This is an optimization exercise on Yosys and OpenROAD, whose aim is small area, a short achievable clock period and few clock cycles, not a production implementation.
Where RTL was checked, it was by simulation tests only, not by an equivalence proof against the original.
Function not checked in run 1: the RTL went through the layout flow alone.
Power is estimated from default activity; no workload was simulated.

==> flow/design.v (outline; a module is shown in full before it is edited, if it fits) <==
// module csum_codec: 1258 lines
// module csum_mdec: 32 lines
// module csum_fa: 10 lines
module csum_codec (
    input  wire         clk,
    input  wire         rst,
    input  wire         start,
    input  wire [31:0]  cmd,
    input  wire [7:0]   blen,
    input  wire [623:0] frame,
    output wire         ready,
    output reg          done,
    output wire [7:0]   status,
    output wire [15:0]  value
);
  // ...
==> flow/flow/run.sh <==
#!/bin/bash
# The standard layout, with the port buffers made as buf_1 cells (every
# input and output port still gets its own buffer).
set -euo pipefail
export BUFFER_PORTS_ARGS="-buffer_cell sky130_fd_sc_hd__buf_1"
bash standard.sh synth > synth.log 2>&1
bash standard.sh finish > layout.log 2>&1
==> flow/standard.sh <==
#!/bin/bash
# synth_recipe.tcl (not shown) runs the flow's synth.tcl, then flattens the netlist and writes it again
# the make line also repeats each setting of config.mk as NAME=value (left out here)
make -C /OpenROAD-flow-scripts/flow DESIGN_CONFIG=/design/flow/config.mk WORK_HOME=/design/flow/orfs CLKGATE_MAP_FILE= SYNTH_SCRIPT=/design/flow/synth_recipe.tcl "${@:-finish}"
==> flow/config.mk <==
export PLATFORM = sky130hd
export DESIGN_NAME = csum_codec
export DESIGN_NICKNAME = csum_codec
export VERILOG_FILES = /design/flow/design.v
export SDC_FILE = /design/flow/constraint.sdc
export NUM_CORES = 4
export LEC_CHECK = 0
export CAP_MARGIN = 20
export CORE_AREA = 10 10 250 250
export DIE_AREA = 0 0 260 260
export SETUP_SLACK_MARGIN = 2.0
export SLEW_MARGIN = 20
export SYNTH_HIERARCHICAL = 1
==> flow/constraint.sdc <==
create_clock -name core_clock -period 8.0 [get_ports {clk}]
set_input_delay 1.6000 -clock core_clock [delete_from_list [all_inputs] [get_ports {clk}]]
set_output_delay 1.6000 -clock core_clock [all_outputs]
set_load 0.01 [all_outputs]
==> summary.md, run 1 <==
| Metric | Value |
|---|---|
| Status | finished clean |
| Fin util | 39.0% |
| Count of plain and timing-repair buffers | approximately 740 |
| Die height | roughly 260 µm |
| Most common cell in the synthesized netlist | fa_1 |
| Top pwr grp | combinational cells |
| Max-area cell class | multi-input combinational cells |
| Commonest non-fill, non-tap cell in the layout | buf_1 |
| Max Clock Freq | 169 MHz |
| Worst R2R Path Depth | 1 |
| Clock insertion delay at the later pin of the skew report | between 0.3 and 0.4 ns |
| DR WL met3 | 10200 µm |
| Post-DP HPWL | approximately 94000 µm |
| Vias in the first global route | just under 20000 |
| Rel. slew slack | between 30% and 40% |
| Max-Cap Viols | 0 |
| Placed insts | 3110 |
| CP Buf/Inv Count | 3 |
| Chip Width | 260 µm |
| Power Clock | approximately 450 µW |
| Number of antenna diodes | 8 |
| Die area | 67600 µm² |
| Main synth FF type | dfxtp_1 |
| Post-CTS resize count | 13 |
| Period utilization | around 74% |
| Worst Slack Setup Final | about 2.1 ns |
| Comb pwr | roughly 11000 µW |
| Ys Warns | 7 |
==> run 2, diff against run 1 <==
--- a/flow/design.v
+++ b/flow/design.v
@@ -27,79 +27,79 @@
     reg  [511:0] pn;
     integer j;
     always @(*)
         for (j = 0; j < 64; j = j + 1)
             pn[8*j +: 8] = ~(frame[8*(14+j) +: 8] & {8{m[j]}});
     wire ff_in = (csum_field == 16'hFFFF);
     wire [15:0] fvn = (cmd[1] && !ff_in) ? ~csum_field : 16'hFFFF;
     wire hs0, hc0;
-    csum_fa hfa0 (.a(frame[104]), .b(frame[24]), .c(frame[40]), .s(hs0), .co(hc0));
+    csum_fa hfa0 (.a(frame[24]), .b(frame[40]), .c(frame[56]), .s(hs0), .co(hc0));
     wire hs1, hc1;
-    csum_fa hfa1 (.a(frame[105]), .b(frame[25]), .c(frame[41]), .s(hs1), .co(hc1));
+    csum_fa hfa1 (.a(frame[25]), .b(frame[41]), .c(frame[57]), .s(hs1), .co(hc1));
     wire hs2, hc2;
-    csum_fa hfa2 (.a(frame[106]), .b(frame[10]), .c(frame[26]), .s(hs2), .co(hc2));
+    csum_fa hfa2 (.a(frame[10]), .b(frame[26]), .c(frame[42]), .s(hs2), .co(hc2));
     wire hs3, hc3;
-    csum_fa hfa3 (.a(frame[107]), .b(frame[11]), .c(frame[27]), .s(hs3), .co(hc3));
+    csum_fa hfa3 (.a(frame[11]), .b(frame[27]), .c(frame[43]), .s(hs3), .co(hc3));
     wire hs4, hc4;
-    csum_fa hfa4 (.a(frame[108]), .b(frame[12]), .c(frame[28]), .s(hs4), .co(hc4));
+    csum_fa hfa4 (.a(frame[12]), .b(frame[28]), .c(frame[44]), .s(hs4), .co(hc4));
     wire hs5, hc5;
-    csum_fa hfa5 (.a(frame[109]), .b(frame[13]), .c(frame[29]), .s(hs5), .co(hc5));
+    csum_fa hfa5 (.a(frame[13]), .b(frame[29]), .c(frame[45]), .s(hs5), .co(hc5));
     wire hs6, hc6;
-    csum_fa hfa6 (.a(frame[110]), .b(frame[14]), .c(frame[30]), .s(hs6), .co(hc6));
+    csum_fa hfa6 (.a(frame[14]), .b(frame[30]), .c(frame[46]), .s(hs6), .co(hc6));
     wire hs7, hc7;
-    csum_fa hfa7 (.a(frame[111]), .b(frame[15]), .c(frame[31]), .s(hs7), .co(hc7));
+    csum_fa hfa7 (.a(frame[15]), .b(frame[31]), .c(frame[47]), .s(hs7), .co(hc7));
     wire hs8, hc8;
     csum_fa hfa8 (.a(frame[0]), .b(frame[16]), .c(frame[32]), .s(hs8), .co(hc8));
     wire hs9, hc9;
     csum_fa hfa9 (.a(frame[17]), .b(frame[1]), .c(frame[33]), .s(hs9), .co(hc9));
     wire hs10, hc10;
     csum_fa hfa10 (.a(frame[18]), .b(frame[2]), .c(frame[34]), .s(hs10), .co(hc10));
     wire hs11, hc11;
     csum_fa hfa11 (.a(frame[19]), .b(frame[35]), .c(frame[3]), .s(hs11), .co(hc11));
     wire hs12, hc12;
-    csum_fa hfa12 (.a(frame[100]), .b(frame[20]), .c(frame[36]), .s(hs12), .co(hc12));
+    csum_fa hfa12 (.a(frame[20]), .b(frame[36]), .c(frame[4]), .s(hs12), .co(hc12));
     wire hs13, hc13;
-    csum_fa hfa13 (.a(frame[101]), .b(frame[21]), .c(frame[37]), .s(hs13), .co(hc13));
+    csum_fa hfa13 (.a(frame[21]), .b(frame[37]), .c(frame[53]), .s(hs13), .co(hc13));
     wire hs14, hc14;
-    csum_fa hfa14 (.a(frame[102]), .b(frame[22]), .c(frame[38]), .s(hs14), .co(hc14));
+    csum_fa hfa14 (.a(frame[22]), .b(frame[38]), .c(frame[54]), .s(hs14), .co(hc14));
     wire hs15, hc15;
-    csum_fa hfa15 (.a(frame[103]), .b(frame[23]), .c(frame[39]), .s(hs15), .co(hc15));
+    csum_fa hfa15 (.a(frame[23]), .b(frame[39]), .c(frame[55]), .s(hs15), .co(hc15));
     wire hs16, hc16;
-    csum_fa hfa16 (.a(frame[56]), .b(frame[8]), .c(hc15), .s(hs16), .co(hc16));
+    csum_fa hfa16 (.a(frame[8]), .b(frame[104]), .c(hc15), .s(hs16), .co(hc16));
     wire hs17, hc17;
-    csum_fa hfa17 (.a(frame[57]), .b(frame[9]), .c(hc0), .s(hs17), .co(hc17));
+    csum_fa hfa17 (.a(frame[9]), .b(frame[105]), .c(hc0), .s(hs17), .co(hc17));
     wire hs18, hc18;
-    csum_fa hfa18 (.a(frame[42]), .b(frame[58]), .c(hc1), .s(hs18), .co(hc18));
+    csum_fa hfa18 (.a(frame[58]), .b(frame[106]), .c(hc1), .s(hs18), .co(hc18));
     wire hs19, hc19;
-    csum_fa hfa19 (.a(frame[43]), .b(frame[59]), .c(hc2), .s(hs19), .co(hc19));
+    csum_fa hfa19 (.a(frame[59]), .b(frame[107]), .c(hc2), .s(hs19), .co(hc19));
     wire hs20, hc20;
-    csum_fa hfa20 (.a(frame[44]), .b(frame[60]), .c(hc3), .s(hs20), .co(hc20));
+    csum_fa hfa20 (.a(frame[60]), .b(frame[108]), .c(hc3), .s(hs20), .co(hc20));
     wire hs21, hc21;
-    csum_fa hfa21 (.a(frame[45]), .b(frame[61]), .c(hc4), .s(hs21), .co(hc21));
+    csum_fa hfa21 (.a(frame[61]), .b(frame[109]), .c(hc4), .s(hs21), .co(hc21));
     wire hs22, hc22;
-    csum_fa hfa22 (.a(frame[46]), .b(frame[62]), .c(hc5), .s(hs22), .co(hc22));
+    csum_fa hfa22 (.a(frame[62]), .b(frame[110]), .c(hc5), .s(hs22), .co(hc22));
     wire hs23, hc23;
-    csum_fa hfa23 (.a(frame[47]), .b(frame[63]), .c(hc6), .s(hs23), .co(hc23));
+    csum_fa hfa23 (.a(frame[63]), .b(frame[111]), .c(hc6), .s(hs23), .co(hc23));
     wire hs24, hc24;
     csum_fa hfa24 (.a(frame[48]), .b(frame[96]), .c(hc7), .s(hs24), .co(hc24));
     wire hs25, hc25;
     csum_fa hfa25 (.a(frame[49]), .b(frame[97]), .c(hc8), .s(hs25), .co(hc25));
     wire hs26, hc26;
     csum_fa hfa26 (.a(frame[50]), .b(frame[98]), .c(hc9), .s(hs26), .co(hc26));
     wire hs27, hc27;
     csum_fa hfa27 (.a(frame[51]), .b(frame[99]), .c(hc10), .s(hs27), .co(hc27));
     wire hs28, hc28;
-    csum_fa hfa28 (.a(frame[4]), .b(frame[52]), .c(hc11), .s(hs28), .co(hc28));
+    csum_fa hfa28 (.a(frame[52]), .b(frame[100]), .c(hc11), .s(hs28), .co(hc28));
     wire hs29, hc29;
-    csum_fa hfa29 (.a(frame[53]), .b(frame[5]), .c(hc12), .s(hs29), .co(hc29));
+    csum_fa hfa29 (.a(frame[5]), .b(frame[101]), .c(hc12), .s(hs29), .co(hc29));
     wire hs30, hc30;
-    csum_fa hfa30 (.a(frame[54]), .b(frame[6]), .c(hc13), .s(hs30), .co(hc30));
+    csum_fa hfa30 (.a(frame[6]), .b(frame[102]), .c(hc13), .s(hs30), .co(hc30));
     wire hs31, hc31;
-    csum_fa hfa31 (.a(frame[55]), .b(frame[7]), .c(hc14), .s(hs31), .co(hc31));
+    csum_fa hfa31 (.a(frame[7]), .b(frame[103]), .c(hc14), .s(hs31), .co(hc31));
     wire hs32, hc32;
     csum_fa hfa32 (.a(hs0), .b(hc31), .c(hs16), .s(hs32), .co(hc32));
     wire hs33, hc33;
     csum_fa hfa33 (.a(hs1), .b(hc16), .c(hs17), .s(hs33), .co(hc33));
     wire hs34, hc34;
     csum_fa hfa34 (.a(hs2), .b(hc17), .c(hs18), .s(hs34), .co(hc34));
     wire hs35, hc35;
     csum_fa hfa35 (.a(hs3), .b(hc18), .c(hs19), .s(hs35), .co(hc35));
==> summary.md, run 2 <==
| Metric | Value |
|---|---|
| Flop pwr share | around 7.0% |
| Worst-margin pin slew | around 1.1 ns |
| H-tree levels | 3 |
| Hold Vio Cnt, Final | 0 |
| Global-route wire length before repair | 140000 µm |
| Die area | 67600 µm² (unchanged) |
| Pwr Density | 567 nW/µm² |
| RSZ-0062 raised after global routing | yes |
| Sw frac | 57.4% |
| CP Max Fanout | 11 |
| Count of input and output buffers | 687 |
| Main synth FF type | dfxtp_1 |
| Worst hold path class | flop to flop |
| Drt first pass iters | 5 |
| Final min period | 5.92 ns |
| Gr usage total | between 20 and 30% |
| Ys Warns | 7 (unchanged) |
| Top-area cell type share of the netlist area | approximately 63% |
| Rel. slew slack | 25.5% (-6.9 points) |
| Sequence of cells on the critical path | buf_1 -> buf_4 -> nor3_4 -> a21oi_2 -> buf_4 -> nand2_1 -> fa_1 -> fa_1 -> fa_1 -> fa_1 -> fa_1 -> fa_1 |
| DRC errors left | 0 |
| Area Overhead vs Synth | 20.9% |
| Clock Power Share | between 3 and 4% |
| WP data arrival | approximately 6 ns |
| Final Max Slew Viols | 0 |
| Place WS | ~1.1 ns |
| Avg Cell Area, Syn | 10.6 µm² |
| # setup viols final | 0 |
| Critical Path Source Type | input pin |
| Clock insertion delay at the later pin of the skew report | 0.34 ns (about the same) |
| CTS root buf | clkbuf_16 |
| Most frequent cells in the layout | buf_1, fa_1, nand2_1 |
| CTS Sinks | 71 |
| Worst Slack Setup Final | 2.08 ns (+0.00102 ns) |
| CP Buf/Inv Count | 3 (unchanged) |
| Fillers | between 5000 and 6000 |
| Setup Crit Path Kind | input pin to flop |
| DR WL/cell | 32.6 µm |
| Combinational group share of total power | 89.7% |
| CTS tree | yes |
| Period utilization | 74.0% (about the same) |
| Placed insts | 3114 (+0.13%) |
| Via count | between 15000 and 20000 |
| Vias in the first global route | 19220 (-0.36%) |
| DR vias/cell | between 5 and 6 |
| Clock Tree Buf Depth | 2 |
| Status | finished clean |
| Antenna Violating Nets Remaining | 0 |
| Largest net degree at the start of global routing | 18 |
| NetSw | just over 7000 µW |
| Top reg by flops | rq |
| Commonest non-fill, non-tap cell in the layout | buf_1 |
| Number of synthesized flops with an enable pin | 0 |
| Max Clock Freq | 169 MHz (about the same) |
| Post-DP HPWL | 91300 µm (-2.8%) |
| Final cell count without fillers | between 3000 and 4000 |
| Final Skew | roughly 0.000034 ns |
| Dominant cells by area after synthesis | fa_1, nand2_1, dfxtp_1 |
| Die height | 260 µm (unchanged) |
| Crit path top cell by count | fa_1 |
| Most common cell in the synthesized netlist | fa_1 |
| P_leak | ~0.0085 µW |
| Yosys cell types | 48 |
| Core area | approximately 57000 µm² |
| Cell-internal power | around 5300 µW |
| Critical Path RT | approximately 8.2 ns |
| Cell area after synthesis | 18200 µm² |
| Max-Cap Viols | 0 (unchanged) |
| Setup TNS | 0 ns |
| Worst stage delay on the critical path | ~0.63 ns |
| Top cells by count, synth | fa_1, nand2_1, inv_1, dfxtp_1, clkbuf_1 |
| Chip Width | 260 µm (unchanged) |
| Worst Setup End Kind | flop |
| Critical Path Slowest Stage Cell | fa_1 |
| Ratio of cells with drive above 1 in the final layout | 4.92% |
| Std-Cell Rows | 87 |
| Leading area contributor after synthesis | fa_1 |
| GR Overflow Total | 0 |
| Starting density of the core | about 32% |
| Mapped Cells | about 1700 |
| CTS buffer count | 9 |
| Async set-reset flop share out of synthesis | 0% |
| Number of synthesized register bits | 71 |
| Kind of cell adding the most delay to the critical path | adder cells |
| VDD IR max | roughly 0.00057 V |
| Nets | roughly 3700 |
| I/O pin count | roughly 690 |
| 1st-iter DRT viols | 1519 |
| Largest register FFs | 64 |
| Final wirelength | ~100000 µm |
| GPL Wtd Cong | about 1.0 |
| Initial antenna violation count | 20 |
| CTS hold repair buffers | 0 |
| Clk slew on worst S/H paths | 0.07 ns |
| Post-synthesis sequential area ratio | under 10% |
==> run 2: changes by cell type in the layout (fill, tap and decap cells not counted), sizes merged <==
cell	change
buf	+1
clkinv	-2
diode	-3
clkinvlp	+3
bufinv	-2
inv	+2
clkbuf	-1
==> run 2: routing by layer <==
| metal | vias to the layer above | track usage, % | share of wire (%) |
|---|---|---|---|
| met5 | - | 0 | 0.15 |
| met4 | 28 | 8.41 | 3.1 |
| met3 | 170 | 9.62 | 11 |
| met2 | 1026 | 47.7 | 47 |
| met1 | 8700 | 37.5 | 39 |
| li1 | 6682 | - | - |
==> run 2: stage by stage <==
stage	total power (µW)	area (µm²)	hold slack [ns]	utilization (%)
finish	12500	22100	0.485	38.9
global route	13700	22100	0.506	38.9
CTS	12400	22000	0.490	38.8
detailed placement	12000	21700	0.479	38.2
global placement	11700	21700	0.459	38.2
floorplan	8570	18300	0.506	-
==> run 2: final cells by class <==
type | instances | area, µm² | area share (%)
clock buffers | 9 | 225 | 1.02
inverters | 80 | 304 | 1.38
diodes | 5 | 12.5 | 0.0567
clock inverters | 7 | 62.6 | 0.283
repair buffers | 744 | 3020 | 13.7
flip-flops and latches | 71 | 1420 | 6.44
multi-input cells | 1469 | 16100 | 72.9
well taps | 756 | 946 | 4.29
==> run 2: timing repair <==
| action | in CTS | in global routing |
|---|---|---|
| setup endpoints to repair | 64 | 33 |
| gates resized for setup | 15 | 10 |
| pin swaps | 2 | 1 |
| setup buffers | 5 | 1 |
| gates cloned | 0 | 0 |
==> run 2: worst paths after layout <==
kind	startpoint	endpoint	slack, ns	depth (start not counted)
worst min-delay path	rdy	done	0.49	1
worst max register to register	rdy	done	7.46	1
worst min register to register	rdy	done	0.49	1
worst max-delay path	frame[109]	rq[11]	2.08	12
==> run 2: kinds of logic (layout without fill, tap and decap cells) <==
kind of cell / count (synthesis) / in the layout / share of synthesized area (%)
compound gates: 145 / 145 / 4.74
xor+xnor: 20 / 20 / 0.960
fa+ha+maj: 616 / 616 / 65.9
buf+inv: 183 / 840 / 4.52
flops: 71 / 71 / 7.79
mux: 1 / 1 / 0.0549
other cells: 1 / 10 / 0.0205
simple gates: 682 / 682 / 16.0
==> run 2: power groups by stage <==
| stage | Clock, µW | Combinational [µW] | Sequential (µW) |
|---|---|---|---|
| 2_1_floorplan | 0 | 7740 | 829 |
| 3_5_place_dp | 0 | 11100 | 889 |
| 6_report | 410 | 11200 | 876 |
| 3_3_place_gp | 0 | 10800 | 893 |
| 5_1_grt | 428 | 12400 | 897 |
| 4_1_cts | 418 | 11100 | 881 |
==> run 2: per-module statistics from Yosys (local to each module, per instance) <==
module,area (µm²),flops+latches,cells
csum_fa,20.0,0,1
csum_codec,6150,71,1046
csum_mdec,572,0,97
Testbench counts of run 2, summed over its fixed seeds: cycles 3,200.
==> run 3, diff against run 2 <==
--- a/flow/config.mk
+++ b/flow/config.mk
@@ -8,6 +8,7 @@
 export CAP_MARGIN = 20
 export CORE_AREA = 10 10 250 250
 export DIE_AREA = 0 0 260 260
-export SETUP_SLACK_MARGIN = 2.0
+export PLACE_DENSITY = 0.8
+export SETUP_SLACK_MARGIN = 2.5
 export SLEW_MARGIN = 20
 export SYNTH_HIERARCHICAL = 1
==> summary.md, run 3 <==
| Metric | Value |
|---|---|
| VDD IR max | 0.000657 V (+16%) |
| I/O pin count | 693 (unchanged) |
| DR vias/cell | 5.35 (+1.2%) |
| Hold Vio Cnt, Final | 0 (unchanged) |
| Die area | 67600 µm² (unchanged) |
| Top cells by count, synth | fa_1, nand2_1, inv_1, dfxtp_1, clkbuf_1 |
| CTS root buf | clkbuf_16 |
| Clock Power Share | 3.8% (+0.5 points) |
| Std-Cell Rows | 87 (unchanged) |
| Area Overhead vs Synth | 27.7% |
| Antenna Violating Nets Remaining | 0 (unchanged) |
| Final Skew | 0.00000233 ns (-0.0000313 ns) |
| Nets | 3717 (+1.6%) |
| Clock Tree Buf Depth | 2 (unchanged) |
| Fillers | 5536 (-3.5%) |
| Post-synthesis sequential area ratio | 7.79% (unchanged) |
| CTS Sinks | 71 (unchanged) |
| Combinational group share of total power | 89.3% (-0.4 points) |
| 1st-iter DRT viols | 1868 (+23%) |
| Final min period | 5.49 ns (-0.431 ns) |
| Ys Warns | 7 (unchanged) |
| RR Startpoint | rdy |
| Setup Crit Path Kind | input pin to flop |
| Number of synthesized flops with an enable pin | 0 (unchanged) |
| Global-route wire length before repair | 137000 µm (-1.5%) |
| Leading area contributor after synthesis | fa_1 |
| GR Overflow Total | 0 (unchanged) |
| WP data arrival | 5.71 ns (-0.43 ns) |
| DRC errors left | 0 (unchanged) |
| Count of input and output buffers | 687 (unchanged) |
| CTS buffer count | 9 (unchanged) |
| Core area | 56700 µm² (unchanged) |
| Starting density of the core | 32.2% (unchanged) |
| Hold Path Sink | done |
| Largest register FFs | 64 (unchanged) |
| Vias in the first global route | 19315 (+0.49%) |
| Most frequent cells in the layout | buf_1, nand2_1, fa_1 |
| H-tree levels | 3 (unchanged) |
| Flop pwr share | 6.9% (about the same) |
| Status | finished clean |
| Post-DP HPWL | 87600 µm (-4.0%) |
| Worst Setup End Kind | flop |
| FF-to-FF End | done |
| Die height | 260 µm (unchanged) |
| Clk slew on worst S/H paths | 0.06 ns (about the same) |
| Hold path depth | 1 (unchanged) |
| GPL Wtd Cong | 1.01 (-2.4%) |
| CTS hold repair buffers | 0 (unchanged) |
| Largest net degree at the start of global routing | 17 (-1) |
| Reg-to-reg setup timing slack | 7.47 ns (about the same) |
| P_leak | 0.00897 µW (+5.2%) |
| Rel. slew slack | 41.1% (+16 points) |
| Worst-margin pin slew | 0.875 ns (-0.238 ns) |
| Final Max Slew Viols | 0 (unchanged) |
| Final wirelength | 100000 µm (-2.0%) |
| Yosys cell types | 48 (unchanged) |
| Initial antenna violation count | 21 (+5.0%) |
| Pwr Density | 553 nW/µm² (-2.5%) |
| Clock insertion delay at the later pin of the skew report | 0.35 ns (about the same) |
| Worst R2R Path Depth | 1 (unchanged) |
| Critical Path Source Type | input pin |
| Max Clock Freq | 182 MHz (+7.9%) |
| # setup viols final | 0 (unchanged) |
| CP Max Fanout | 10 (-1) |
| RSZ-0062 raised after global routing | yes |
| Setup TNS | 0 ns (unchanged) |
| Critical Path RT | 8.23 ns (about the same) |
| Dominant cells by area after synthesis | fa_1, nand2_1, dfxtp_1 |
| Top-area cell type share of the netlist area | 63.2% (unchanged) |
| Drt first pass iters | 6 (+1) |
| Fin util | 41.1% (+2.2 points) |
| Chip Width | 260 µm (unchanged) |
| Main synth FF type | dfxtp_1 |
| Via count | 17110 (+3.0%) |
| DR WL/cell | 31.4 µm (-3.7%) |
| Commonest non-fill, non-tap cell in the layout | buf_1 |
| NetSw | 7160 µW (-0.21%) |
| Period utilization | 68.6% (-5.4 points) |
| Max-Cap Viols | 0 (unchanged) |
| CTS tree | yes |
| Async set-reset flop share out of synthesis | 0% (unchanged) |
| Number of synthesized register bits | 71 (unchanged) |
| Sw frac | 55.6% (-1.8 points) |
| Mapped Cells | 1719 (unchanged) |
| Top reg by flops | rq |
| Ratio of cells with drive above 1 in the final layout | 11.4% (+6.5 points) |
| Avg Cell Area, Syn | 10.6 µm² (unchanged) |
| Cell-internal power | 5710 µW (+7.3%) |
| Hold path start | rdy |
| Gr usage total | 29.0% (-0.63 points) |
| Most common cell in the synthesized netlist | fa_1 |
| Cell area after synthesis | 18200 µm² (unchanged) |
| Worst hold path class | flop to flop |
## run 3: power by group through the flow
stage	clock network [µW]	registers [µW]	logic, µW
finish	491	889	11500
global route	513	912	12700
CTS	502	895	11100
detailed placement	0	900	11000
global placement	0	902	10700
floorplan	0	829	7740
## run 3: critical path, stage by stage
cell,delay [ns]
buf_6,0.14
buf_12,0.17
nor3_4,0.05
buf_4,0.16
buf_4,0.15
a21oi_1,0.15
buf_6,0.15
buf_4,0.13
nand2_1,0.08
fa_2,0.52
fa_2,0.62
fa_1,0.44
fa_2,0.38
fa_1,0.58
fa_1,0.41
## run 3: repair_timing
action | 4_1_cts | 5_1_grt
endpoints found under the setup margin | 79 | 63
buffers inserted | 36 | 25
pin swaps | 30 | 39
cloned | 1 | 1
resized for setup | 97 | 92
## run 3: final cells by class
| class | instances | area, µm² | area share [%] |
|---|---|---|---|
| Inverter | 80 | 323 | 1.39 |
| Clock buffer | 11 | 253 | 1.08 |
| Sequential cell | 71 | 1420 | 6.10 |
| Antenna cell | 3 | 7.51 | 0.0322 |
| Timing Repair Buffer | 802 | 3770 | 16.2 |
| Tap cell | 756 | 946 | 4.06 |
| Multi-Input combinational cell | 1470 | 16500 | 70.7 |
| Clock inverter | 5 | 104 | 0.446 |
## run 3: modules after synthesis, one instance, submodules excluded
module / copies in the design / cells / area [µm²]
csum_codec: 1 / 1046 / 6150
csum_mdec: 1 / 97 / 572
csum_fa: 576 / 1 / 20.0
## run 3: worst max path at each step
stage	slack [ns]	end	startpoint
2_1_floorplan	2.51	rq[11]	frame[24]
3_3_place_gp	1.16	rq[7]	frame[107]
3_5_place_dp	1.08	rq[23]	frame[107]
4_1_cts	2.50	rq[3]	frame[108]
5_1_grt	2.45	rq[19]	frame[108]
6_report	2.51	rq[23]	frame[108]
## run 3: layer usage
layer	part of all wire (%)	global-route usage [%]
met1	38	35.9
met2	45	45.2
met3	12	10.8
met4	4.9	11.5
met5	0.22	0
## run 3: kinds of logic (layout without fill, tap and decap cells)
family | Yosys count | in the layout | synth area share [%]
XOR/XNOR | 20 | 20 | 0.960
adder cells (fa/ha/maj) | 616 | 616 | 65.9
other | 1 | 8 | 0.0205
AND/OR/NAND/NOR | 682 | 682 | 16.0
multiplexers | 1 | 1 | 0.0549
flip-flops | 71 | 71 | 7.79
AO/OA/AOI/OAI | 145 | 146 | 4.74
buffers and inverters | 183 | 898 | 4.52
## run 3: stage by stage
| stage | area (µm²) | setup WS, ns | total power [µW] | cells | hold slack [ns] |
|---|---|---|---|---|---|
| 4_1_cts | 22700 | 2.50 | 12500 | 3169 | 0.478 |
| 2_1_floorplan | 18300 | 2.51 | 8570 | 1723 | 0.506 |
| 3_5_place_dp | 21700 | 1.08 | 11900 | 3116 | 0.464 |
| 6_report | 23300 | 2.51 | 12900 | 3198 | 0.477 |
| 5_1_grt | 23300 | 2.45 | 14100 | 3196 | 0.493 |
| 3_3_place_gp | 21600 | 1.16 | 11600 | 3113 | 0.467 |
==> run 4, diff against run 3 <==
--- a/flow/config.mk
+++ b/flow/config.mk
@@ -8,7 +8,6 @@
 export CAP_MARGIN = 20
 export CORE_AREA = 10 10 250 250
 export DIE_AREA = 0 0 260 260
-export PLACE_DENSITY = 0.8
 export SETUP_SLACK_MARGIN = 2.5
 export SLEW_MARGIN = 20
 export SYNTH_HIERARCHICAL = 1
==> summary.md, run 4 <==
| Metric | Value |
|---|---|
| Status | finished clean |
| Worst R2R Path Depth | 1 (unchanged) |
| CTS hold repair buffers | 0 (unchanged) |
| Clock insertion delay at the later pin of the skew report | 0.34 ns (about the same) |
| Hold Path Sink | done |
| Worst-margin pin slew | 1.09 ns (+0.213 ns) |
| Vias in the first global route | 19444 (+0.67%) |
| # setup viols final | 0 (unchanged) |
| Initial antenna violation count | 21 (unchanged) |
| Max-Cap Viols | 0 (unchanged) |
| Number of synthesized register bits | 71 (unchanged) |
| Max Clock Freq | 180 MHz (-1.3%) |
| Setup Crit Path Kind | input pin to flop |
| Commonest non-fill, non-tap cell in the layout | buf_1 |
| Top-area cell type share of the netlist area | 63.2% (unchanged) |
| Final min period | 5.56 ns (+0.0695 ns) |
| Reg-to-reg setup timing slack | 7.46 ns (about the same) |
| WP data arrival | 5.78 ns (+0.07 ns) |
| Ys Warns | 7 (unchanged) |
| Worst Setup End Kind | flop |
| Most frequent cells in the layout | buf_1, nand2_1, fa_1 |
| RSZ-0062 raised after global routing | yes |
| Number of synthesized flops with an enable pin | 0 (unchanged) |
| Mapped Cells | 1719 (unchanged) |
| Hold Vio Cnt, Final | 0 (unchanged) |
| Dominant cells by area after synthesis | fa_1, nand2_1, dfxtp_1 |
| Chip Width | 260 µm (unchanged) |
| Nets | 3705 (-0.32%) |
| CTS Sinks | 71 (unchanged) |
| Fillers | 5644 (+2.0%) |
| Area Overhead vs Synth | 26.6% |
| Worst stage delay on the critical path | 0.74 ns (+0.12 ns) |
| Via count | 17070 (-0.23%) |
| Std-Cell Rows | 87 (unchanged) |
| Core area | 56700 µm² (unchanged) |
| Crit path top cell by count | fa_1 |
| Avg Cell Area, Syn | 10.6 µm² (unchanged) |
| Hold path depth | 1 (unchanged) |
| VDD IR max | 0.000547 V (-17%) |
| Die area | 67600 µm² (unchanged) |
| Period utilization | 69.5% (+0.87 points) |
| Place WS | 1.12 ns (+0.0398 ns) |
| Clk slew on worst S/H paths | 0.07 ns (about the same) |
| Critical Path Slowest Stage Cell | fa_1 |
| FF-to-FF End | done |
| Count of input and output buffers | 687 (unchanged) |
| Critical Path Source Type | input pin |
| Worst Slack Setup Final | 2.44 ns (-0.0695 ns) |
| Most common cell in the synthesized netlist | fa_1 |
| Rel. slew slack | 27.1% (-14 points) |
| Sequence of cells on the critical path | buf_4 -> buf_8 -> nor3_4 -> buf_4 -> nor2_1 -> buf_6 -> nand2_1 -> fa_1 -> fa_2 -> fa_1 -> fa_2 -> fa_1 -> fa_1 |
| Post-synthesis sequential area ratio | 7.79% (unchanged) |
| CTS buffer count | 9 (unchanged) |
| Largest register FFs | 64 (unchanged) |
| CTS tree | yes |
| I/O pin count | 693 (unchanged) |
| Largest net degree at the start of global routing | 17 (unchanged) |
| Post-DP HPWL | 91300 µm (+4.2%) |
| 1st-iter DRT viols | 1437 (-23%) |
| DR WL/cell | 32.5 µm (+3.7%) |
| Yosys cell types | 48 (unchanged) |
| Cell area after synthesis | 18200 µm² (unchanged) |
| H-tree levels | 3 (unchanged) |
| Final Max Slew Viols | 0 (unchanged) |
| Async set-reset flop share out of synthesis | 0% (unchanged) |
| Pwr Density | 558 nW/µm² (+0.92%) |
| Clock Tree Buf Depth | 2 (unchanged) |
| Top reg by flops | rq |
| GPL Wtd Cong | 1.03 (+2.4%) |
| Setup TNS | 0 ns (unchanged) |
| Leading area contributor after synthesis | fa_1 |
| GR Overflow Total | 0 (unchanged) |
| Top cells by count, synth | fa_1, nand2_1, inv_1, dfxtp_1, clkbuf_1 |
| RR Startpoint | rdy |
| Ratio of cells with drive above 1 in the final layout | 11.5% (+0.056 points) |
| Gr usage total | 29.8% (+0.78 points) |
| Drt first pass iters | 6 (unchanged) |
| DRC errors left | 0 (unchanged) |
| Final wirelength | 104000 µm (+3.5%) |
| P_leak | 0.00882 µW (-1.6%) |
| Starting density of the core | 32.2% (unchanged) |
| CTS root buf | clkbuf_16 |
| Die height | 260 µm (unchanged) |
| Main synth FF type | dfxtp_1 |
| Worst hold path class | flop to flop |
| CP Max Fanout | 8 (-2) |
| Critical Path RT | 8.22 ns (about the same) |
| DR vias/cell | 5.35 (about the same) |
| Antenna Violating Nets Remaining | 0 (unchanged) |
| Global-route wire length before repair | 141000 µm (+2.3%) |
| Hold path start | rdy |
| Final Skew | 0.0000337 ns (+0.0000313 ns) |
==> run 4: cell counts after synthesis <==
No cell type changed its count.
==> run 4: worst max-delay path by stage <==
stage | from | endpoint | slack, ns
finish | frame[108] | rq[19] | 2.44
global route | frame[109] | rq[23] | 2.42
CTS | frame[24] | rq[11] | 2.47
detailed placement | frame[106] | rq[11] | 1.12
global placement | frame[106] | rq[11] | 1.21
floorplan | frame[24] | rq[11] | 2.51
==> run 4: critical path: cells and delay by family <==
kind          cells  cell delay (ns)
fa+ha+maj         6             3.10
buf+inv           4             0.69
simple gates      3             0.36
==> run 4: area by class of cell <==
cell class,instances,area (µm²),share of cell area [%]
timing repair buffer,789,3630,15.7
timing repair inverter,1,5.00,0.0217
inverter,80,327,1.41
multi-input combinational,1470,16500,71.3
antenna,9,22.5,0.0975
clock inverter,7,62.6,0.271
clock buffer,9,225,0.975
tap,756,946,4.09
sequential,71,1420,6.15
==> run 4: routing by layer <==
| metal | part of all wire (%) | track usage, % | vias to the layer above |
|---|---|---|---|
| met5 | 0.15 | 0 | - |
| met4 | 3.3 | 8.58 | 30 |
| met3 | 11 | 9.48 | 220 |
| li1 | - | - | 6784 |
| met1 | 39 | 37.8 | 8919 |
| met2 | 47 | 48.0 | 1117 |
==> run 4: report_power, final <==
| group | internal, µW | switching (µW) |
|---|---|---|
| clock | 217 | 193 |
| combinational | 4700 | 6900 |
| sequential | 709 | 167 |
==> run 4: timing repair <==
action	CTS	global route
setup endpoints to repair	79	51
pin swaps	21	47
gates cloned	1	3
buffers inserted	30	19
resized for setup	89	99
endpoints found under the hold margin	0	0
==> run 4: cells by family (layout without fill, tap and decap cells) <==
logic type      after synthesis  after routing  synth area share (%)
fa+ha+maj                   616            616                  65.9
buf+inv                     183            886                  4.52
compound gates              145            146                  4.74
xor+xnor                     20             20                 0.960
other cells                   1             14                0.0205
simple gates                682            682                  16.0
flops                        71             71                  7.79
mux                           1              1                0.0549
==> run 4: per-stage QoR <==
step                      std cells  utilization (%)  hold WS (ns)  power, µW  instance area (µm²)
after CTS                      3161             39.8         0.490      12500                22500
final                          3192             40.7         0.485      12900                23100
after floorplan                1723                -         0.506       8570                18300
after detailed placement       3114             38.2         0.479      12000                21700
after global routing           3184             40.7         0.506      14100                23100
after global placement         3114             38.2         0.459      11700                21700
==> run 4: modules after synthesis (local to each module, per instance) <==
module	area (µm²)	times used	flops+latches	cells
csum_mdec	572	1	0	97
csum_codec	6150	1	71	1046
csum_fa	20.0	576	0	1
==> run 5, diff against run 4 <==
--- a/flow/config.mk
+++ b/flow/config.mk
@@ -6,8 +6,11 @@
 export NUM_CORES = 4
 export LEC_CHECK = 0
 export CAP_MARGIN = 20
+export CELL_PAD_IN_SITES_DETAIL_PLACEMENT = 0
+export CELL_PAD_IN_SITES_GLOBAL_PLACEMENT = 0
 export CORE_AREA = 10 10 250 250
 export DIE_AREA = 0 0 260 260
+export PLACE_DENSITY = 0.8
 export SETUP_SLACK_MARGIN = 2.5
 export SLEW_MARGIN = 20
 export SYNTH_HIERARCHICAL = 1
==> summary.md, run 5 <==
| Metric | Value |
|---|---|
| DR WL/cell | 31.4 µm (-3.6%) |
| Main synth FF type | dfxtp_1 |
| Clk slew on worst S/H paths | 0.06 ns (about the same) |
| I/O pin count | 693 (unchanged) |
| Hold Vio Cnt, Final | 0 (unchanged) |
| Worst hold path class | flop to flop |
| Met1 GRT Util | 35.9% (-1.8 points) |
| Core area | 56700 µm² (unchanged) |
| Setup TNS | 0 ns (unchanged) |
| Setup Crit Path Kind | input pin to flop |
| Die area | 67600 µm² (unchanged) |
| Final min period | 5.49 ns (-0.0695 ns) |
| Antenna Violating Nets Remaining | 0 (unchanged) |
| Cell area after synthesis | 18200 µm² (unchanged) |
| Ys Warns | 7 (unchanged) |
| Chip Width | 260 µm (unchanged) |
| Critical Path RT | 8.23 ns (about the same) |
| CTS hold repair buffers | 0 (unchanged) |
| Avg Cell Area, Syn | 10.6 µm² (unchanged) |
| Clock insertion delay at the later pin of the skew report | 0.35 ns (about the same) |
| Clock Tree Buf Depth | 2 (unchanged) |
| Ratio of cells with drive above 1 in the final layout | 11.4% (-0.056 points) |
| CTS buffer count | 9 (unchanged) |
| WP data arrival | 5.71 ns (-0.07 ns) |
| Via count | 17110 (+0.23%) |
| 1st-iter DRT viols | 1868 (+30%) |
| Combinational group share of total power | 89.3% (-0.7 points) |
| Initial antenna violation count | 21 (unchanged) |
| Sw frac | 55.6% (-0.74 points) |
| Async set-reset flop share out of synthesis | 0% (unchanged) |
| Most frequent cells in the layout | buf_1, nand2_1, fa_1 |
| VDD IR max | 0.000657 V (+20%) |
| Starting density of the core | 32.2% (unchanged) |
| CTS Sinks | 71 (unchanged) |
| CTS root buf | clkbuf_16 |
| Pwr Density | 553 nW/µm² (-0.91%) |
| Final Skew | 0.00000233 ns (-0.0000313 ns) |
| Dominant cells by area after synthesis | fa_1, nand2_1, dfxtp_1 |
| Largest net degree at the start of global routing | 17 (unchanged) |
| Met3 Resource Use GR | 10.8% (+1.3 points) |
| Number of synthesized register bits | 71 (unchanged) |
| Final Max Slew Viols | 0 (unchanged) |
| Max Clock Freq | 182 MHz (+1.3%) |
| Area Overhead vs Synth | 27.7% |
| Clock Power Share | 3.8% (+0.6 points) |
| RSZ-0062 raised after global routing | yes |
| Top reg by flops | rq |
| GR Overflow Total | 0 (unchanged) |
| Std-Cell Rows | 87 (unchanged) |
| Period utilization | 68.6% (-0.87 points) |
| Max-Cap Viols | 0 (unchanged) |
| Rel. slew slack | 41.1% (+14 points) |
| Drt first pass iters | 6 (unchanged) |
| Top-area cell type share of the netlist area | 63.2% (unchanged) |
| Global-route wire length before repair | 137000 µm (-2.2%) |
| Cell-internal power | 5710 µW (+1.6%) |
| Mapped Cells | 1719 (unchanged) |
| Critical Path Source Type | input pin |
| Flop pwr share | 6.9% (about the same) |
| Reg-to-reg setup timing slack | 7.47 ns (about the same) |
| Nets | 3717 (+0.32%) |
| H-tree levels | 3 (unchanged) |
| DRC errors left | 0 (unchanged) |
| Fin Hold WS | 0.477 ns (-0.00845 ns) |
| Count of input and output buffers | 687 (unchanged) |
| Commonest non-fill, non-tap cell in the layout | buf_1 |
| Top cells by count, synth | fa_1, nand2_1, inv_1, dfxtp_1, clkbuf_1 |
| Post-DP HPWL | 87600 µm (-4.0%) |
| Fillers | 5536 (-1.9%) |
| Die height | 260 µm (unchanged) |
| Gr busiest metal | met2 |
| CP Max Fanout | 10 (+2) |
| P_leak | 0.00897 µW (+1.7%) |
| Storage cell area | 1420 µm² (unchanged) |
| Status | finished clean |
| Post-synthesis sequential area ratio | 7.79% (unchanged) |
| Gr usage total | 29.0% (-0.78 points) |
| Multi-input logic area | 16500 µm² (about the same) |
| Most common cell in the synthesized netlist | fa_1 |
| Number of synthesized flops with an enable pin | 0 (unchanged) |
| Worst Setup End Kind | flop |
| # setup viols final | 0 (unchanged) |
| Largest register FFs | 64 (unchanged) |
| Final wirelength | 100000 µm (-3.4%) |
| Vias in the first global route | 19315 (-0.66%) |
| Fin util | 41.1% (+0.34 points) |
| DR vias/cell | 5.35 (about the same) |
| NetSw | 7160 µW (-1.4%) |
| Leading area contributor after synthesis | fa_1 |
| Worst-margin pin slew | 0.875 ns (-0.213 ns) |
| M2 GR Usage | 45.2% (-2.8 points) |
| Yosys cell types | 48 (unchanged) |
| CTS tree | yes |
| GPL Wtd Cong | 1.01 (-2.4%) |
run 5: cell counts after synthesis:
No cell type changed its count.
run 5: final timing paths:
check              from  endpoint  cells after the start
max          frame[108]    rq[23]                     15
min                 rdy      done                      1
max reg2reg         rdy      done                      1
min reg2reg         rdy      done                      1
run 5: kinds of logic after synthesis:
family                   after synthesis  share of synthesized area [%]
AND/OR/NAND/NOR                      682                           16.0
adder cells (fa/ha/maj)              616                           65.9
buffers and inverters                183                           4.52
AO/OA/AOI/OAI                        145                           4.74
flip-flops                            71                           7.79
XOR/XNOR                              20                          0.960
other                                  1                         0.0205
multiplexers                           1                         0.0549
run 5: worst max-delay path, stage by stage:
cell	delay, ns
buf_6	0.14
buf_12	0.17
nor3_4	0.05
buf_4	0.16
buf_4	0.15
a21oi_1	0.15
buf_6	0.15
buf_4	0.13
nand2_1	0.08
fa_2	0.52
fa_2	0.62
fa_1	0.44
fa_2	0.38
fa_1	0.58
fa_1	0.41
run 5: what timing repair did:
action | CTS | global route
cloned | 1 | 1
endpoints found under the setup margin | 79 | 63
setup buffers | 36 | 25
pin swaps | 30 | 39
gates resized for setup | 97 | 92
run 5: area by class of cell:
type,instances,area share [%]
inverter,80,1.39
sequential,71,6.10
clock buffer,11,1.08
clock inverter,5,0.446
antenna,3,0.0322
timing repair buffer,802,16.2
tap,756,4.06
multi-input combinational,1470,70.7
run 5: per-layer routing:
layer  vias to the layer above  wire length (µm)
li1                       6812                 -
met2                      1338             45200
met1                      8597             37800
met5                         -               217
met4                        34              4910
met3                       329             12200
run 5: power groups by stage:
stage / sequential, µW / clock, µW / combinational [µW]
3_3_place_gp: 902 / 0 / 10700
4_1_cts: 895 / 502 / 11100
2_1_floorplan: 829 / 0 / 7740
3_5_place_dp: 900 / 0 / 11000
5_1_grt: 912 / 513 / 12700
6_report: 889 / 491 / 11500
run 5: per-module statistics from Yosys (local to each module, per instance):
module / area [µm²] / flip-flops and latches / cells inside / times used
csum_codec: 6150 / 71 / 1046 / 1
csum_mdec: 572 / 0 / 97 / 1
csum_fa: 20.0 / 0 / 1 / 576
run 5: metrics by stage:
| step | setup slack [ns] | area [µm²] | cells | power [µW] |
|---|---|---|---|---|
| final | 2.51 | 23300 | 3198 | 12900 |
| after global routing | 2.45 | 23300 | 3196 | 14100 |
| after CTS | 2.50 | 22700 | 3169 | 12500 |
| after detailed placement | 1.08 | 21700 | 3116 | 11900 |
| after global placement | 1.16 | 21600 | 3113 | 11600 |
| after floorplan | 2.51 | 18300 | 1723 | 8570 |
==> run 6, diff against run 5 <==
==> flow/config.mk (replaced) <==
export PLATFORM = sky130hd
export DESIGN_NAME = csum_codec
export DESIGN_NICKNAME = csum_codec
export VERILOG_FILES = /design/flow/design.v
export SDC_FILE = /design/flow/constraint.sdc
export NUM_CORES = 4
export LEC_CHECK = 0
export CAP_MARGIN = 20
export CORE_AREA = 10 10 250 250
export CTS_BUF_LIST = sky130_fd_sc_hd__clkbuf_8
export CTS_CLUSTER_DIAMETER = 150
export CTS_CLUSTER_SIZE = 24
export DIE_AREA = 0 0 260 260
export PLACE_DENSITY = 0.8
export SETUP_SLACK_MARGIN = 2.7
export SLEW_MARGIN = 20
export SYNTH_HIERARCHICAL = 1
==> summary.md, run 6 <==
| Metric | Value |
|---|---|
| Status | finished clean |
| Combinational group share of total power | 91.2% (+1.9 points) |
| NetSw | 7370 µW (+2.8%) |
| Reg-to-reg setup timing slack | 7.45 ns (-0.02 ns) |
| Async set-reset flop share out of synthesis | 0% (unchanged) |
| Top cells by count, synth | fa_1, nand2_1, inv_1, dfxtp_1, clkbuf_1 |
| DR WL/cell | 31.1 µm (-0.86%) |
| Commonest non-fill, non-tap cell in the layout | buf_1 |
| Post-synthesis sequential area ratio | 7.79% (unchanged) |
| Largest net degree at the start of global routing | 17 (unchanged) |
| # setup viols final | 0 (unchanged) |
| Die area | 67600 µm² (unchanged) |
| Clock Tree Buf Depth | 2 (unchanged) |
| Top-area cell type share of the netlist area | 63.2% (unchanged) |
| Chip Width | 260 µm (unchanged) |
| Rel. slew slack | 42.6% (+1.5 points) |
| Starting density of the core | 32.2% (unchanged) |
| GPL Wtd Cong | 1.00 (-0.42%) |
| DR vias/cell | 5.33 (-0.45%) |
| Final cell count without fillers | 3211 (+0.41%) |
| Dominant cells by area after synthesis | fa_1, nand2_1, dfxtp_1 |
| Placed insts | 3111 (-0.16%) |
| Via count | 17102 (-0.047%) |
| WP data arrival | 5.67 ns (-0.04 ns) |
| Setup TNS | 0 ns (unchanged) |
| Yosys cell types | 48 (unchanged) |
| CTS Sinks | 71 (unchanged) |
| Max-Cap Viols | 0 (unchanged) |
| Leading area contributor after synthesis | fa_1 |
| Critical Path Source Type | input pin |
| Clk slew on worst S/H paths | 0.09 ns (+0.03 ns) |
| Clock insertion delay at the later pin of the skew report | 0.37 ns (+0.02 ns) |
| Hold path depth | 1 (unchanged) |
| Sequence of cells on the critical path | buf_6 -> fa_2 -> fa_1 -> fa_2 -> inv_2 -> fa_2 -> fa_1 -> fa_2 -> fa_2 -> fa_1 |
| Nets | 3712 (-0.13%) |
| Std-Cell Rows | 87 (unchanged) |
| Hold Vio Cnt, Final | 0 (unchanged) |
| Vias in the first global route | 19205 (-0.57%) |
| Hold Path Sink | done |
| Most common cell in the synthesized netlist | fa_1 |
| Cell area after synthesis | 18200 µm² (unchanged) |
| Number of synthesized flops with an enable pin | 0 (unchanged) |
| Top reg by flops | rq |
| Worst R2R Path Depth | 1 (unchanged) |
| Setup Crit Path Kind | input pin to flop |
| Global-route wire length before repair | 136000 µm (-1.1%) |
| Area Overhead vs Synth | 29.0% |
| CP Max Fanout | 1 (-9) |
| Final Skew | 0.0000547 ns (+0.0000523 ns) |
| Die height | 260 µm (unchanged) |
| Critical Path RT | 8.25 ns (+0.02 ns) |
| Avg Cell Area, Syn | 10.6 µm² (unchanged) |
| DRC errors left | 0 (unchanged) |
| Count of input and output buffers | 687 (unchanged) |
| Worst stage delay on the critical path | 0.62 ns (about the same) |
| CTS tree | yes |
| Fin util | 41.5% (+0.43 points) |
| RR Startpoint | rdy |
| Number of synthesized register bits | 71 (unchanged) |
| CTS buffer count | 9 (unchanged) |
| Initial antenna violation count | 30 (+43%) |
| Ratio of cells with drive above 1 in the final layout | 14.3% (+2.9 points) |
| Ys Warns | 7 (unchanged) |
| Main synth FF type | dfxtp_1 |
| CTS root buf | clkbuf_8 |
| Cell-internal power | 6230 µW (+9.1%) |
| VDD IR max | 0.000501 V (-24%) |
| Sw frac | 54.2% (-1.5 points) |
| H-tree levels | 3 (unchanged) |
| Gr usage total | 28.7% (-0.28 points) |
| Worst Setup End Kind | flop |
| Post-DP HPWL | 86600 µm (-1.2%) |
| Antenna Violating Nets Remaining | 0 (unchanged) |
| Crit path top cell by count | fa_2 |
| Max Clock Freq | 185 MHz (+1.4%) |
| FF-to-FF End | done |
| Final wirelength | 99800 µm (-0.46%) |
| Most frequent cells in the layout | buf_1, nand2_1, fa_1 |
| 1st-iter DRT viols | 1812 (-3.0%) |
| RSZ-0062 raised after global routing | yes |
| Worst-margin pin slew | 0.853 ns (-0.0221 ns) |
| Worst hold path class | flop to flop |
| P_leak | 0.00895 µW (-0.18%) |
| Drt first pass iters | 6 (unchanged) |
| Clock Power Share | 2.2% (-1.6 points) |
| Period utilization | 67.6% (-0.94 points) |
| Largest register FFs | 64 (unchanged) |
| Final Max Slew Viols | 0 (unchanged) |
| Core area | 56700 µm² (unchanged) |
| Flop pwr share | 6.5% (-0.4 points) |
| I/O pin count | 693 (unchanged) |
| Final min period | 5.41 ns (-0.0754 ns) |
| Hold path start | rdy |
| Mapped Cells | 1719 (unchanged) |
| Critical Path Slowest Stage Cell | fa_2 |
| GR Overflow Total | 0 (unchanged) |
| Pwr Density | 578 nW/µm² (+4.5%) |
[run 6: kinds of logic after synthesis]
| logic type | synth area share [%] |
|---|---|
| adders and majority gates | 65.9 |
| muxes | 0.0549 |
| and+or+nand+nor | 16.0 |
| buffers and inverters | 4.52 |
| other | 0.0205 |
| DFF | 7.79 |
| AOI/OAI and AO/OA | 4.74 |
| xor gates and xnor gates | 0.960 |
[run 6: worst max-delay path by stage]
stage	cells past startpoint	slack, ns	endpoint	start
2_1_floorplan	9	2.62	rq[3]	frame[22]
3_3_place_gp	10	1.06	rq[43]	frame[105]
3_5_place_dp	10	1.19	rq[11]	frame[105]
4_1_cts	12	2.60	rq[7]	frame[108]
5_1_grt	10	2.52	rq[19]	frame[10]
6_report	10	2.59	rq[19]	frame[10]
[run 6: layout make-up]
| class | count | area, µm² |
|---|---|---|
| fillers | 5516 | 33200 |
| multi-input cells | 1472 | 16800 |
| repair buffers | 795 | 3750 |
| flip-flops and latches | 71 | 1430 |
| well taps | 756 | 946 |
| inverters | 80 | 327 |
| clock buffers | 9 | 124 |
| clock inverters | 7 | 71.3 |
| diodes | 21 | 52.6 |
[run 6: Yosys stat by module, one instance, submodules excluded]
| module | cells | flops+latches |
|---|---|---|
| csum_mdec | 97 | 0 |
| csum_codec | 1046 | 71 |
| csum_fa | 1 | 0 |
[run 6: critical path, delay by kind of cell]
family / cells / cell delay (ns)
fa+ha+maj: 8 / 3.92
buf+inv: 2 / 0.15
[run 6: power by group through the flow]
stage / clock network [µW] / registers, µW / logic, µW
2_1_floorplan: 0 / 829 / 7820
3_3_place_gp: 0 / 896 / 10700
6_report: 305 / 890 / 12400
4_1_cts: 316 / 889 / 11200
5_1_grt: 328 / 913 / 13600
3_5_place_dp: 0 / 897 / 10900
[run 6: per-layer routing]
metal | GRT usage [%] | wire length (µm) | up-vias
li1 | - | - | 6820
met1 | 35.2 | 37000 | 8567
met5 | 0 | 172 | -
met3 | 12.0 | 13100 | 322
met4 | 11.8 | 4840 | 26
met2 | 44.1 | 44700 | 1367
[run 6: through the flow]
step | worst slack (ns) | instance area, µm² | hold slack [ns] | total power [µW]
finish | 2.59 | 23500 | 0.496 | 13600
global route | 2.52 | 23500 | 0.531 | 14900
CTS | 2.60 | 22700 | 0.501 | 12400
detailed placement | 1.19 | 21700 | 0.492 | 11800
global placement | 1.06 | 21700 | 0.463 | 11500
floorplan | 2.62 | 18400 | 0.506 | 8650
[run 6: repair_timing]
item	4_1_cts	5_1_grt
gates resized for setup	123	144
gates cloned	4	1
setup buffers	27	31
hold endpoints to repair	0	0
pin swaps	32	58
endpoints found under the setup margin	80	70
hold buffers	0	0
==> run 7, diff against run 6 <==
--- a/flow/config.mk
+++ b/flow/config.mk
@@ -11,7 +11,6 @@
 export CTS_CLUSTER_DIAMETER = 150
 export CTS_CLUSTER_SIZE = 24
 export DIE_AREA = 0 0 260 260
-export PLACE_DENSITY = 0.8
-export SETUP_SLACK_MARGIN = 2.7
+export SETUP_SLACK_MARGIN = 2.3
 export SLEW_MARGIN = 20
 export SYNTH_HIERARCHICAL = 1
==> summary.md, run 7 <==
| Metric | Value |
|---|---|
| Gr usage total | 29.7% (+0.99 points) |
| Final min period | 5.70 ns (+0.286 ns) |
| RSZ-0062 raised after global routing | yes |
| Std-Cell Rows | 87 (unchanged) |
| Worst-margin pin slew | 1.08 ns (+0.224 ns) |
| Period utilization | 71.2% (+3.6 points) |
| Clock Tree Buf Depth | 2 (unchanged) |
| Sw frac | 57.8% (+3.6 points) |
| Ys Warns | 7 (unchanged) |
| Number of synthesized register bits | 71 (unchanged) |
| Yosys cell types | 48 (unchanged) |
| Multi-input logic area | 16200 µm² (-4.1%) |
| P_leak | 0.00858 µW (-4.1%) |
| Drt first pass iters | 5 (-1) |
| Mapped Cells | 1719 (unchanged) |
| Max-Cap Viols | 0 (unchanged) |
| Die height | 260 µm (unchanged) |
| Critical Path RT | 8.26 ns (about the same) |
| Final Power | 12400 µW (-8.6%) |
| 1st-iter DRT viols | 1533 (-15%) |
| Top reg by flops | rq |
| CTS hold repair buffers | 0 (unchanged) |
| CTS root buf | clkbuf_8 |
| Largest register FFs | 64 (unchanged) |
| Cell area after synthesis | 18200 µm² (unchanged) |
| Main synth FF type | dfxtp_1 |
| NetSw | 7180 µW (-2.5%) |
| Flop pwr share | 7.1% (+0.6 points) |
| Final Max Slew Viols | 0 (unchanged) |
| Hold Vio Cnt, Final | 0 (unchanged) |
| Clk slew on worst S/H paths | 0.10 ns (about the same) |
| DR WL/cell | 32.5 µm (+4.6%) |
| Starting density of the core | 32.2% (unchanged) |
| Clock Power Share | 2.4% (+0.2 points) |
| Hold path depth | 1 (unchanged) |
| I/O pin count | 693 (unchanged) |
| Count of input and output buffers | 687 (unchanged) |
| GR Overflow Total | 0 (unchanged) |
| Die area | 67600 µm² (unchanged) |
| Storage cell area | 1420 µm² (-0.70%) |
| Global-route wire length before repair | 140000 µm (+3.1%) |
| DRC errors left | 0 (unchanged) |
| H-tree levels | 3 (unchanged) |
| Max Clock Freq | 176 MHz (-5.0%) |
| CTS Sinks | 71 (unchanged) |
| Chip Width | 260 µm (unchanged) |
| Number of synthesized flops with an enable pin | 0 (unchanged) |
| Final wirelength | 103000 µm (+2.9%) |
| Status | finished clean |
| Area Overhead vs Synth | 21.8% |
| Worst Setup End Kind | flop |
| Hold Path Sink | done |
| Async set-reset flop share out of synthesis | 0% (unchanged) |
| CTS buffer count | 9 (unchanged) |
| Most common cell in the synthesized netlist | fa_1 |
| Setup Crit Path Kind | input pin to flop |
| Top cells by count, synth | fa_1, nand2_1, inv_1, dfxtp_1, clkbuf_1 |
| Top-area cell type share of the netlist area | 63.2% (unchanged) |
| Worst R2R Path Depth | 1 (unchanged) |
| Pwr Density | 559 nW/µm² (-3.2%) |
| FF-to-FF End | done |
| Ratio of cells with drive above 1 in the final layout | 6.35% (-7.9 points) |
| CP Max Fanout | 11 (+10) |
| Final Skew | 0.0000337 ns (-0.0000210 ns) |
| Most frequent cells in the layout | buf_1, fa_1, nand2_1 |
| Cell-internal power | 5250 µW (-16%) |
| WP data arrival | 5.96 ns (+0.29 ns) |
| Via count | 16738 (-2.1%) |
| Combinational group share of total power | 90.5% (-0.7 points) |
| Largest net degree at the start of global routing | 18 (+1) |
| Initial antenna violation count | 22 (-27%) |
| Dominant cells by area after synthesis | fa_1, nand2_1, dfxtp_1 |
| Setup TNS | 0 ns (unchanged) |
| Avg Cell Area, Syn | 10.6 µm² (unchanged) |
| # setup viols final | 0 (unchanged) |
| CTS tree | yes |
| Rel. slew slack | 27.9% (-15 points) |
| RR Startpoint | rdy |
| Critical Path Source Type | input pin |
| Post-synthesis sequential area ratio | 7.79% (unchanged) |
| Fillers | 5737 (+4.0%) |
| Reg-to-reg setup timing slack | 7.45 ns (about the same) |
| Vias in the first global route | 19210 (+0.026%) |
| Core area | 56700 µm² (unchanged) |
| Leading area contributor after synthesis | fa_1 |
| Clock insertion delay at the later pin of the skew report | 0.37 ns (about the same) |
| Commonest non-fill, non-tap cell in the layout | buf_1 |
| Antenna Violating Nets Remaining | 0 (unchanged) |
| DR vias/cell | 5.30 (-0.45%) |
| Hold path start | rdy |
| Worst hold path class | flop to flop |
| Nets | 3672 (-1.1%) |
| Post-DP HPWL | 91300 µm (+5.4%) |
| GPL Wtd Cong | 1.03 (+2.9%) |
| VDD IR max | 0.000566 V (+13%) |
[run 7: through the flow]
stage | hold WS, ns | instances | util (%) | area, µm² | setup slack, ns
global route | 0.511 | 3151 | 39.2 | 22200 | 2.24
floorplan | 0.506 | 1723 | - | 18300 | 2.51
detailed placement | 0.479 | 3114 | 38.2 | 21700 | 1.12
global placement | 0.459 | 3114 | 38.2 | 21700 | 1.21
finish | 0.489 | 3157 | 39.2 | 22200 | 2.30
CTS | 0.494 | 3142 | 38.9 | 22100 | 2.33
[run 7: what timing repair did]
action	CTS	global route
gates resized for setup	31	27
endpoints found under the hold margin	0	0
pin swaps	4	2
endpoints found under the setup margin	64	48
setup buffers	12	8
[run 7: routing by layer]
metal,part of all wire [%],vias up,GRT usage (%),wire (µm)
li1,-,6709,-,-
met2,47,1036,47.9,48000
met4,3.1,30,8.45,3210
met5,0.17,-,0,170
met1,40,8767,37.7,40700
met3,10,196,9.44,10700
[run 7: final cells by class]
cell class / instances / area share [%]
tap: 756 / 4.25
multi-input combinational: 1469 / 72.7
clock buffer: 9 / 0.557
inverter: 80 / 1.42
sequential: 71 / 6.39
antenna: 7 / 0.0788
clock inverter: 7 / 0.281
timing repair buffer: 758 / 14.3
[run 7: cell families (layout without fill, tap and decap cells)]
family / count (synthesis) / in the layout / synth area share, %
AND/OR/NAND/NOR: 682 / 682 / 16.0
XOR/XNOR: 20 / 20 / 0.960
buffers and inverters: 183 / 854 / 4.52
multiplexers: 1 / 1 / 0.0549
other: 1 / 12 / 0.0205
adder cells (fa/ha/maj): 616 / 616 / 65.9
AO/OA/AOI/OAI: 145 / 145 / 4.74
flip-flops: 71 / 71 / 7.79
[run 7: worst max-delay path by stage]
stage / depth (start not counted) / start / end
2_1_floorplan: 9 / frame[24] / rq[11]
3_3_place_gp: 11 / frame[106] / rq[11]
3_5_place_dp: 11 / frame[106] / rq[11]
4_1_cts: 10 / frame[105] / rq[43]
5_1_grt: 13 / frame[109] / rq[7]
6_report: 13 / frame[109] / rq[7]
[run 7: worst max-delay path, stage by stage]
cell and delay, ns:
buf_2 0.16, buf_6 0.22, nor3_4 0.08, buf_12 0.16, a21oi_1 0.20, buf_4 0.26, nand2_1 0.11, fa_2 0.71
fa_1 0.51, fa_1 0.54, fa_1 0.42, fa_1 0.57, fa_1 0.41
[run 7: per-module statistics from Yosys, one instance, submodules excluded]
| module | times used | cell area [µm²] |
|---|---|---|
| csum_codec | 1 | 6150 |
| csum_fa | 576 | 20.0 |
| csum_mdec | 1 | 572 |
[run 7: power groups by stage]
| stage | clock (µW) | combinational [µW] | sequential, µW |
|---|---|---|---|
| final | 300 | 11300 | 877 |
| after global routing | 320 | 12400 | 897 |
| after floorplan | 0 | 7740 | 829 |
| after detailed placement | 0 | 11100 | 889 |
| after global placement | 0 | 10800 | 893 |
| after CTS | 308 | 11100 | 880 |
==> run 8, diff against run 7 <==
--- a/flow/config.mk
+++ b/flow/config.mk
@@ -11,6 +11,6 @@
 export CTS_CLUSTER_DIAMETER = 150
 export CTS_CLUSTER_SIZE = 24
 export DIE_AREA = 0 0 260 260
-export SETUP_SLACK_MARGIN = 2.3
+export SETUP_SLACK_MARGIN = 2.5
 export SLEW_MARGIN = 20
 export SYNTH_HIERARCHICAL = 1
==> summary.md, run 8 <==
| Metric | Value |
|---|---|
| Adder-cell area share of the yosys netlist | 65.9% (unchanged) |
| Drt first pass iters | 7 (+2) |
| Mapped Cells | 1719 (unchanged) |
| # setup viols final | 0 (unchanged) |
| GR Overflow Total | 0 (unchanged) |
| FF-to-FF End | done |
| Dominant cells by area after synthesis | fa_1, nand2_1, dfxtp_1 |
| H-tree levels | 3 (unchanged) |
| Critical Path Source Type | input pin |
| Placed insts | 3114 (unchanged) |
| Core area | 56700 µm² (unchanged) |
| Max Clock Freq | 182 MHz (+3.6%) |
| Setup Crit Path Kind | input pin to flop |
| Gr usage total | 29.7% (+0.038 points) |
| DR WL/cell | 32.4 µm (-0.28%) |
| 1st-iter DRT viols | 1531 (-0.13%) |
| Antenna Violating Nets Remaining | 0 (unchanged) |
| Simple-Gate Fraction of Synth Area | 16.0% (unchanged) |
| Rel. slew slack | 27.5% (-0.37 points) |
| Largest net degree at the start of global routing | 18 (unchanged) |
| Top-area cell type share of the netlist area | 63.2% (unchanged) |
| Period utilization | 68.7% (-2.5 points) |
| M2 GR Usage | 48.0% (+0.12 points) |
| CTS tree | yes |
| Top cells by count, synth | fa_1, nand2_1, inv_1, dfxtp_1, clkbuf_1 |
| Final Skew | 0.0000336 ns (-0.0000000833 ns) |
| GPL Wtd Cong | 1.03 (unchanged) |
| Async set-reset flop share out of synthesis | 0% (unchanged) |
| Main synth FF type | dfxtp_1 |
| CTS Sinks | 71 (unchanged) |
| Hold path start | rdy |
| Global-route wire length before repair | 140000 µm (+0.20%) |
| Worst Setup End Kind | flop |
| Final wirelength | 103000 µm (+0.35%) |
| Final cell count without fillers | 3177 (+0.63%) |
| Met3 Resource Use GR | 9.92% (+0.47 points) |
| Count of input and output buffers | 687 (unchanged) |
| Leading area contributor after synthesis | fa_1 |
| Reg-to-reg setup timing slack | 7.45 ns (about the same) |
| Fillers | 5677 (-1.0%) |
| DRC errors left | 0 (unchanged) |
| Most frequent cells in the layout | buf_1, nand2_1, fa_1 |
| Nets | 3693 (+0.57%) |
| Std-Cell Rows | 87 (unchanged) |
| Most common cell in the synthesized netlist | fa_1 |
| Die area | 67600 µm² (unchanged) |
| Worst R2R Path Depth | 1 (unchanged) |
| Area Overhead vs Synth | 25.4% |
| Crit. Startpoint | frame[109] |
| Worst-margin pin slew | 1.08 ns (+0.00554 ns) |
| RR Startpoint | rdy |
| Pwr Density | 556 nW/µm² (-0.55%) |
| Hold Vio Cnt, Final | 0 (unchanged) |
| Cell area after synthesis | 18200 µm² (unchanged) |
| Avg Cell Area, Syn | 10.6 µm² (unchanged) |
| Number of synthesized flops with an enable pin | 0 (unchanged) |
| Main combinational cell family by area after synthesis | adder cells |
| Synth Area in XOR/XNOR | 0.960% (unchanged) |
| Via count | 16782 (+0.26%) |
| Starting density of the core | 32.2% (unchanged) |
| Clock insertion delay at the later pin of the skew report | 0.37 ns (about the same) |
| CTS root buf | clkbuf_8 |
| Chip Width | 260 µm (unchanged) |
| Post-synthesis compound-gate area fraction | 4.74% (unchanged) |
| Die height | 260 µm (unchanged) |
| Largest register FFs | 64 (unchanged) |
| Ratio of cells with drive above 1 in the final layout | 10.2% (+3.8 points) |
| Final Max Slew Viols | 0 (unchanged) |
| Worst hold path class | flop to flop |
| Met1 GRT Util | 37.3% (-0.39 points) |
| Top reg by flops | rq |
| Fin util | 40.4% (+1.2 points) |
| Ys Warns | 7 (unchanged) |
| Post-synthesis mux area share | 0.0549% (unchanged) |
| VDD IR max | 0.000538 V (-4.8%) |
| Vias in the first global route | 19312 (+0.53%) |
| RSZ-0062 raised after global routing | yes |
| Max-Cap Viols | 0 (unchanged) |
| Hold Path Sink | done |
| DR vias/cell | 5.28 (-0.37%) |
| Yosys cell types | 48 (unchanged) |
| Clock Tree Buf Depth | 2 (unchanged) |
| Post-synthesis sequential area ratio | 7.79% (unchanged) |
| Setup TNS | 0 ns (unchanged) |
| I/O pin count | 693 (unchanged) |
| CTS buffer count | 9 (unchanged) |
| Status | finished clean |
| P_leak | 0.00873 µW (+1.7%) |
| Final Power | 12700 µW (+2.4%) |
| WP data arrival | 5.75 ns (-0.21 ns) |
| Gr busiest metal | met2 |
| Clk slew on worst S/H paths | 0.09 ns (about the same) |
| Post-DP HPWL | 91300 µm (unchanged) |
| Critical Path RT | 8.25 ns (about the same) |
| Initial antenna violation count | 22 (unchanged) |
| Commonest non-fill, non-tap cell in the layout | buf_1 |
| Number of synthesized register bits | 71 (unchanged) |
| Hold path depth | 1 (unchanged) |
| CP Max Fanout | 12 (+1) |
| Final min period | 5.50 ns (-0.199 ns) |
==> run 8: Yosys stat by module (local to each module, per instance) <==
module | cells | times used
csum_mdec | 97 | 1
csum_codec | 1046 | 1
csum_fa | 1 | 576
==> run 8: worst max-delay path by stage <==
stage / endpoint / slack [ns] / cells after the start
floorplan: rq[11] / 2.51 / 9
global placement: rq[11] / 1.21 / 11
detailed placement: rq[11] / 1.12 / 11
CTS: rq[11] / 2.44 / 11
global route: rq[55] / 2.45 / 13
finish: rq[19] / 2.50 / 14
==> run 8: cell type report <==
| cell class | instances | area (µm²) | share of cell area [%] |
|---|---|---|---|
| clock buffers | 9 | 124 | 0.541 |
| diodes | 6 | 15.0 | 0.0656 |
| inverters | 80 | 323 | 1.41 |
| clock inverters | 7 | 62.6 | 0.273 |
| flip-flops and latches | 71 | 1420 | 6.21 |
| multi-input cells | 1470 | 16400 | 71.8 |
| well taps | 756 | 946 | 4.13 |
| repair buffers | 777 | 3560 | 15.5 |
| repair inverters | 1 | 7.51 | 0.0328 |
==> run 8: kinds of logic (layout without fill, tap and decap cells) <==
kind of cell	after synthesis	in the layout
AND/OR/NAND/NOR	682	682
adder cells (fa/ha/maj)	616	616
buffers and inverters	183	874
AO/OA/AOI/OAI	145	146
flip-flops	71	71
XOR/XNOR	20	20
other	1	11
multiplexers	1	1
==> run 8: where the power goes <==
group	internal [µW]	leakage, µW	switching (µW)
clock network	119	0.0000864	180
registers	708	0.000597	168
logic	4690	0.00805	6860
==> run 8: per-layer routing <==
layer | vias up | part of all wire, %
met2 | 1039 | 47
li1 | 6762 | -
met1 | 8762 | 39
met5 | - | 0.17
met3 | 187 | 11
met4 | 32 | 3.1
==> run 8: timing repair <==
action	in CTS	in global routing
endpoints found under the setup margin	79	52
hold endpoints to repair	0	0
pin swaps	10	42
resized for setup	63	111
setup buffers	18	20
cloned	1	2
hold buffers	0	0
==> run 8: through the flow <==
step	setup WS, ns	hold WS (ns)	cell area (µm²)
2_1_floorplan	2.51	0.506	18300
3_3_place_gp	1.21	0.459	21700
3_5_place_dp	1.12	0.479	21700
4_1_cts	2.44	0.494	22300
5_1_grt	2.45	0.511	22900
6_report	2.50	0.489	22900
==> run 8: critical path: stages <==
cell and delay (ns):
buf_4 0.14, buf_12 0.17, nor3_4 0.06, buf_12 0.14
buf_12 0.12, nor2_1 0.19, buf_6 0.22, nand2_1 0.10
fa_2 0.67, fa_2 0.48, fa_1 0.49, fa_2 0.36
fa_1 0.57, fa_1 0.41

[separate check: timing with driven ports]
Ports are ideal in the flow. The routed layouts listed here were re-timed in OpenROAD. Step 1: set_driving_cell puts a clkbuf_16 on clk and a buf_2 on each other input, an assumption about the parent block. Step 2, shift: input delay + t, output delay - t, t = (earliest + latest rising clock arrival at the registers) / 2. This alone moves slack from input paths to output paths. Three values: ideal ports, drivers, drivers and shift; two values: the first two.
| run | t (ns) | slack for setup (ns) |
|---|---|---|
| run 1 | 0.394 | 2.081 / 2.102 / 1.708 |
| run 2 | 0.390 | 2.082 / 2.096 / 1.706 |
| run 3 | 0.409 | 2.513 / 2.525 / 2.116 |
| run 4 | 0.395 | 2.444 / 2.464 / 2.069 |
| run 5 | 0.409 | 2.513 / 2.525 / 2.116 |
| run 6 | 0.429 | 2.589 / 2.523 / 2.093 |
| run 7 | 0.415 | 2.302 / 2.315 / 1.900 |
| run 8 | 0.416 | 2.501 / 2.514 / 2.098 |
After both steps setup and hold are still met in every run listed.
